Context: an optimization exercise on an open-source flow, tuned for small area. The choices shown serve that exercise and are no tape-out recipe. In this exercise RTL edits were held to simulation tests only and were not proved equivalent to the original. Power figures rest on the tool's default switching activity, not on a simulated workload. The flow treats the clock pin as an ideal source, which a real chip does not have.

Design modbus_slave, start of the top module:
module modbus_slave (
    input  wire        clk,
    input  wire        rst,
    input  wire [31:0] cfg_baud,
    input  wire [7:0]  cfg_slave_id,
    input  wire [15:0] cfg_base,
    input  wire [15:0] cfg_size,
    input  wire [31:0] cfg_timeout,
    input  wire        poll_req,
    output wire        poll_done,
    output wire [7:0]  alarm_code,
    output wire        busy,
    output wire        fault,
    input  wire        rx_avail,
    input  wire [7:0]  rx_data,
    output wire        rx_pop,
    output wire        tx_push,
    output reg  [7:0]  tx_data,
    output wire        tx_flush_req,
    input  wire        tx_flush_done,
    input  wire [31:0] clk_now,
    input  wire        tick_us,
    input  wire        dir_set,
    output wire        de,
    output wire        de_oe,
    output wire [15:0] st_idx,
    output wire        st_rd,
    input  wire [15:0] st_rdata,
    output wire        st_wr,
    output wire [15:0] st_wdata
);
export LEC_CHECK = 0
export CAP_MARGIN = 20
export CORE_MARGIN = 2
export CORE_UTILIZATION = 58
export CTS_BUF_LIST = sky130_fd_sc_hd__clkbuf_16
export CTS_CLUSTER_DIAMETER = 80
export CTS_CLUSTER_SIZE = 30
export SLEW_MARGIN = 20
create_clock -name core_clock -period 10.0 [get_ports {clk}]
run.sh (not shown) runs the stock make flow with config.mk's settings and CLKGATE_MAP_FILE= SYNTH_SCRIPT=/design/flow/synth_recipe.tcl, a recipe that flattens the netlist after the stock synthesis.
Change:
==> flow/flow/run.sh (new file) <==
#!/bin/bash
# Layout flow: the standard ORFS flow (standard.sh: unchanged synthesis,
# floorplan, placement, routing), except that
#  - every input and output port still gets its own buffer, but a
#    sky130_fd_sc_hd__buf_1 (the resizer upsizes or rebuffers where needed);
#  - clock-tree synthesis runs without dummy load cells.
# Each tool's full output stays in orfs/logs/; make's own output goes to
# flow_make.log in the work folder.
set -euo pipefail
CTS="-sink_clustering_enable -repair_clock_nets -dont_use_dummy_load"
CTS="$CTS -buf_list sky130_fd_sc_hd__clkbuf_8 -sink_clustering_size 20 -sink_clustering_max_diameter 60"
bash standard.sh "CTS_ARGS=$CTS" "BUFFER_PORTS_ARGS=-buffer_cell sky130_fd_sc_hd__buf_1" finish > flow_make.log 2>&1
==> flow/standard.sh (new file) <==
#!/bin/bash
# synth_recipe.tcl (not shown) runs the flow's synth.tcl, then flattens the netlist and writes it again
# the make line also repeats each setting of config.mk as NAME=value (left out here)
make -C /OpenROAD-flow-scripts/flow DESIGN_CONFIG=/design/flow/config.mk WORK_HOME=/design/flow/orfs CLKGATE_MAP_FILE= SYNTH_SCRIPT=/design/flow/synth_recipe.tcl "${@:-finish}"
--- a/flow/config.mk
+++ b/flow/config.mk
@@ -11,3 +11 @@
-export CTS_BUF_LIST = sky130_fd_sc_hd__clkbuf_16
-export CTS_CLUSTER_DIAMETER = 80
-export CTS_CLUSTER_SIZE = 30
+export GPL_TIMING_DRIVEN = 0
removed: flow/run.sh
Effect: The new run finished with timing, DRC and antenna clean. Design area goes down by about 6%. Area after synthesis stays the same. Maximum frequency shrinks by 8.0%. Core utilization fell by 4.0 points. Sequential cell count is unchanged. Worst setup slack is worse by 0.77 ns. Clock skew rises by 0.025 ns. Clock-buffer cell count is higher by 14. Via count came out higher by 2.3%. Routed wire length went down by 3.2%.
Change:
--- a/flow/flow/run.sh
+++ b/flow/flow/run.sh
@@ -11 +11 @@
-CTS="$CTS -buf_list sky130_fd_sc_hd__clkbuf_8 -sink_clustering_size 20 -sink_clustering_max_diameter 60"
+CTS="$CTS -buf_list sky130_fd_sc_hd__clkbuf_16 -sink_clustering_size 30 -sink_clustering_max_diameter 80"
--- a/flow/config.mk
+++ b/flow/config.mk
@@ -11 +11,3 @@
-export GPL_TIMING_DRIVEN = 0
+export CTS_BUF_LIST = sky130_fd_sc_hd__clkbuf_16
+export CTS_CLUSTER_DIAMETER = 80
+export CTS_CLUSTER_SIZE = 30
=>
- cell area is lower slightly
- fmax is higher by roughly a tenth
- critical path depth is lower by 4
- die area is unchanged
Change:
--- a/flow/flow/run.sh
+++ b/flow/flow/run.sh
@@ -11 +11 @@
-CTS="$CTS -buf_list sky130_fd_sc_hd__clkbuf_16 -sink_clustering_size 30 -sink_clustering_max_diameter 80"
+CTS="$CTS -buf_list sky130_fd_sc_hd__clkbuf_16 -sink_clustering_size 34 -sink_clustering_max_diameter 85"
--- a/flow/config.mk
+++ b/flow/config.mk
@@ -10,4 +10 @@
-export CORE_UTILIZATION = 58
-export CTS_BUF_LIST = sky130_fd_sc_hd__clkbuf_16
-export CTS_CLUSTER_DIAMETER = 80
-export CTS_CLUSTER_SIZE = 30
+export CORE_UTILIZATION = 66
Non-clock buffer count decreases by 1.
Final cell count decreases by 1.4%.
Core utilization increases by 8.3 points.
Wire length increases by 8.3%.
Power stays flat.
Setup slack gets better by 0.12 ns.
Global-route usage increases by 4.8 points.

==> port drivers added, routing unchanged <==
Ports are ideal in the flow. The routed layouts listed here were re-timed in OpenROAD. Step 1 (the two cells are an assumption about what drives the block):
set clk [get_ports {clk}]
set_driving_cell -lib_cell sky130_fd_sc_hd__clkbuf_16 $clk
set_driving_cell -lib_cell sky130_fd_sc_hd__buf_2 [delete_from_list [all_inputs] $clk]
Step 2, shift: input delay + t, output delay - t, t = (earliest + latest rising clock arrival at the registers) / 2. This alone moves slack from input paths to output paths. Three values: ideal, step 1, step 2; two values: the first two.
run | shift t [ns] | slack for setup (ns) | clock arrival spread, ns | worst data-port slew with drivers (ns) | cell pins on the clock port's net
the first run | 0.617 | 1.192 / 1.217 / 0.600 | 0.026 / 0.026 | 0.06 | 1
the second run | 0.589 | 0.425 / 0.425 / 0.311 | 0.053 / 0.052 | 0.05 | 1
the third run | 0.595 | 1.399 / 1.399 / 0.890 | 0.047 / 0.047 | 0.05 | 1
the fourth run | 0.587 | 1.523 / 1.523 / 1.056 | 0.058 / 0.057 | 0.06 | 1
After both steps every run listed still meets setup and hold. For the first run, which loses most, drivers alone change the setup slack by +0.025 ns; drivers and shift together by -0.592 ns.
